Background: an optimization exercise with open tools, aiming at small area. Do not read the settings as production practice. In this exercise RTL edits were held to simulation tests only and were not proved equivalent to the original. The flow treats the clock pin as an ideal source, which a real chip does not have. Power figures rest on the tool's default switching activity, not on a simulated workload.

==> flow/design.v (excerpt) <==
module ooktx (
    input  wire        clk,
    input  wire        rst,
    input  wire        us_tick,
    input  wire        bus_sel,
    input  wire        bus_wr,
    input  wire [4:0]  bus_addr,
    input  wire [31:0] bus_wdata,
    output reg  [31:0] bus_rdata,
    output wire        bus_err,
    output wire        ook_out
);
Size in the first run: ~790 cells after synthesis, roughly 160 flip-flops, about 76 I/O pins.
==> flow/config.mk <==
export PLATFORM = sky130hd
export DESIGN_NAME = ooktx
export DESIGN_NICKNAME = ooktx
export VERILOG_FILES = /design/flow/design.v
export SDC_FILE = /design/flow/constraint.sdc
export NUM_CORES = 4
export LEC_CHECK = 0
export CAP_MARGIN = 0
export CORE_MARGIN = 2
export CORE_UTILIZATION = 70
export CTS_BUF_LIST = sky130_fd_sc_hd__clkbuf_8
export SLEW_MARGIN = 0
==> flow/constraint.sdc <==
create_clock -name core_clock -period 20.0 [get_ports {clk}]
set_input_delay 4.0000 -clock core_clock [delete_from_list [all_inputs] [get_ports {clk}]]
set_output_delay 4.0000 -clock core_clock [all_outputs]
set_load 0.01 [all_outputs]
standard.sh (not shown) runs the stock make flow with config.mk's settings and CLKGATE_MAP_FILE= SYNTH_SCRIPT=/design/flow/synth_recipe.tcl, a recipe that flattens the netlist after the stock synthesis.
==> flow/flow/run.sh <==
#!/bin/bash
set -euo pipefail
W=$(pwd)
cat > "$W/own_synth.tcl" <<EOF
proc abc {args} {
  set i [lsearch -exact \$args -script]
  if {\$i >= 0} { lset args [expr {\$i + 1}] {$W/flow/area.abc} }
  yosys abc {*}\$args
}
source {$W/synth_recipe.tcl}
EOF
sed "s#/synth_recipe\.tcl#/own_synth.tcl#" standard.sh > own_standard.sh
grep -q own_synth.tcl own_standard.sh
bash own_standard.sh "ADDER_MAP_FILE=" \
    "BUFFER_PORTS_ARGS=-buffer_cell sky130_fd_sc_hd__buf_1" \
    "CTS_ARGS=-sink_clustering_enable -repair_clock_nets -buf_list sky130_fd_sc_hd__clkbuf_8 -root_buf sky130_fd_sc_hd__clkbuf_2 -dont_use_dummy_load" \
    finish > "$W/orfs_make.log" 2>&1
test -s out/final.def
==> flow/flow/area.abc <==
&get -n
&st
&dch
&nf -R 1000
&put
strash
&get -n
&st
&dch
&nf -R 1000
&put
strash
&get -n
&st
&dch
&nf -R 1000
&put
Rerun with:
Settings changed: CORE_UTILIZATION 70 to 80.
What happened:
- clock-buffer cell count is unchanged
- core utilization goes up by 13 points
- area after synthesis does not change
- hold slack gets better by 7.3 ps
- sequential share of layout area came out higher by 0.18 points
- setup slack degrades by 330 ps
- critical path depth is lower by 1
- cell area drops by 0.42%
- non-clock buffer count does not change
- routed wire length increases by 23%
Rerun with:
==> flow/flow/area.abc (replaced) <==
strash
ifraig
dc2
&get -n
&st
&dch
&nf -R 1000 -p
&st
&synch2
&nf -R 1000 -p
&put
Settings changed: CORE_UTILIZATION 80 to 60.
Total power decreases by 0.60%. Clock-buffer cell count stays the same. Worst hold slack got worse by 10 ps. Global-route usage shrinks by 19 points. Synthesized area grows by 0.49%. Final cell count rises by 2.9%.
Rerun with:
--- a/flow/flow/run.sh
+++ b/flow/flow/run.sh
@@ -1,0 +2,15 @@
+# Own layout flow: the standard ORFS flow with four changes.
+#  1. The final technology mapping (Yosys abc) uses flow/area.abc, an
+#     area-oriented ABC script, instead of ORFS's speed script, and adders
+#     are left to ABC instead of being extracted into half/full-adder cells
+#     first (ADDER_MAP_FILE empty). Everything else in synthesis is the standard flow's
+#     synthesis (synth_recipe.tcl), so the registers and their names are the
+#     standard synthesis's.
+#  2. Port buffers are buf_1 cells (BUFFER_PORTS_ARGS).
+#  3. Clock tree synthesis (CTS_ARGS) as ORFS runs it, with clkbuf_4
+#     buffers and without dummy loads.
+#  4. After CTS (POST_CTS_TCL = flow/post_cts.tcl), each clock buffer whose
+#     sinks see more than 100 ps of slew is upsized to clkbuf_8, keeping the
+#     flip-flop clock-pin slew well under the standard flow's limit.
+# Each tool's output goes to a log file in this folder; ORFS's own logs are
+# under orfs/logs.
@@ -14 +29,2 @@
-bash own_standard.sh "ADDER_MAP_FILE=" \
+export POST_CTS_TCL="$W/flow/post_cts.tcl"
+bash own_standard.sh "ADDER_MAP_FILE=" "POST_CTS_TCL=$W/flow/post_cts.tcl" \
@@ -16 +32 @@
-    "CTS_ARGS=-sink_clustering_enable -repair_clock_nets -buf_list sky130_fd_sc_hd__clkbuf_8 -root_buf sky130_fd_sc_hd__clkbuf_2 -dont_use_dummy_load" \
+    "CTS_ARGS=-sink_clustering_enable -repair_clock_nets -buf_list sky130_fd_sc_hd__clkbuf_4 -root_buf sky130_fd_sc_hd__clkbuf_4 -dont_use_dummy_load" \
==> flow/flow/area.abc (replaced) <==
&get -n
&st
&dch
&nf -R 1000
&put
strash
&get -n
&st
&dch
&nf -R 1000
&put
strash
&get -n
&st
&dch
&nf -R 1000
&put
==> flow/flow/post_cts.tcl (new file) <==
# POST_CTS hook: upsize the clock tree's clkbuf_4 buffers whose sinks see a
# clock slew over 100 ps (placement parasitics) to clkbuf_8, then legalize.
estimate_parasitics -placement
set n 0
foreach inst [get_cells -hierarchical *] {
  if {[get_property $inst ref_name] ne "sky130_fd_sc_hd__clkbuf_4"} { continue }
  set opin [get_pins -of_objects $inst -filter "direction == output"]
  set mx 0
  foreach p [get_pins -of_objects [get_nets -of_objects $opin] -filter "direction == input"] {
    set s [get_property $p slew_max]
    if {$s > $mx} { set mx $s }
  }
  if {$mx > 0.100} {
    replace_cell $inst sky130_fd_sc_hd__clkbuf_8
    incr n
  }
}
puts "post_cts: upsized $n clock buffers to clkbuf_8"
detailed_placement
check_placement -verbose
estimate_parasitics -placement
Settings changed: CORE_UTILIZATION 60 to 70, CTS_BUF_LIST sky130_fd_sc_hd__clkbuf_8 to sky130_fd_sc_hd__clkbuf_4.
Outcome:
- total power shrinks by 4.5%
- first-iteration DRC count shrinks by 4.3%
- flip-flop and latch count stays the same
- non-clock buffer count shrinks by 2
- worst setup slack gets worse by 990 ps
- register-to-register slack gets worse by 1500 ps
- count of clock-buffer cells in the layout does not change
- global-route usage grows by 5.4 points
Rerun with:
==> flow/flow/run.sh (replaced) <==
#!/bin/bash
set -euo pipefail
W=$(pwd)
cat > "$W/own_synth.tcl" <<EOF
proc abc {args} {
  set i [lsearch -exact \$args -script]
  if {\$i >= 0} { lset args [expr {\$i + 1}] {$W/flow/area.abc} }
  yosys abc {*}\$args
}
source {$W/synth_recipe.tcl}
EOF
sed "s#/synth_recipe\.tcl#/own_synth.tcl#" standard.sh > own_standard.sh
grep -q own_synth.tcl own_standard.sh
bash own_standard.sh "ADDER_MAP_FILE=" \
    "BUFFER_PORTS_ARGS=-buffer_cell sky130_fd_sc_hd__buf_1" \
    "CTS_ARGS=-sink_clustering_enable -repair_clock_nets -buf_list sky130_fd_sc_hd__clkbuf_8 -root_buf sky130_fd_sc_hd__clkbuf_2 -dont_use_dummy_load" \
    finish > "$W/orfs_make.log" 2>&1
test -s out/final.def
==> flow/flow/area.abc (replaced) <==
&get -n
&st
&dch
&nf -R 1000
&put
strash
&get -n
&st
&dch
&nf -R 1000
&put
Settings changed: CORE_UTILIZATION 70 to 60, CTS_BUF_LIST sky130_fd_sc_hd__clkbuf_4 to sky130_fd_sc_hd__clkbuf_8.
removed: flow/flow/post_cts.tcl
After rerunning:
- setup slack gets better by 900 ps
- routed wire length is higher slightly
- area after synthesis grows slightly
- total power rose by a few percent
- register-to-register slack improved by 2100 ps
- via count is lower by a few percent
- synthesized cell count barely changes
- clock-buffer cell count stays the same

==> what the ideal ports hide <==
The results above use ideal ports. As a check the final layouts listed here were re-extracted and re-timed, cells and wires unchanged.
Step 1: set_driving_cell puts a clkbuf_16 on clk and a buf_2 on each other input, an assumption about the parent block.
Step 2 moves the port delays by t, midway between the first and last clock arrival at a register: inputs arrive t later, outputs are due t later. That takes back most of the time a late clock gives input paths.
a / b / c = ideal ports / drivers / drivers and shift; a / b = the first two.
run | shift t [ns] | setup slack, ns | worst setup path after step 2 | worst register clock-pin slew, ns
the first run | 0.793 | 6.392 / 6.358 / 6.358 | input to output | 0.09 / 0.09
the second run | 0.828 | 6.057 / 6.033 / 6.033 | input to output | 0.10 / 0.10
the third run | 0.802 | 7.368 / 7.342 / 7.342 | input to output | 0.09 / 0.09
the fourth run | 0.457 | 6.378 / 6.343 / 6.343 | input to output | 0.11 / 0.11
the fifth run | 0.829 | 7.278 / 7.252 / 7.252 | input to output | 0.09 / 0.09
After both steps setup and hold are still met in every run listed. For the fourth run, which loses most, drivers alone change the setup slack by -0.035 ns; drivers and shift together by -0.035 ns.
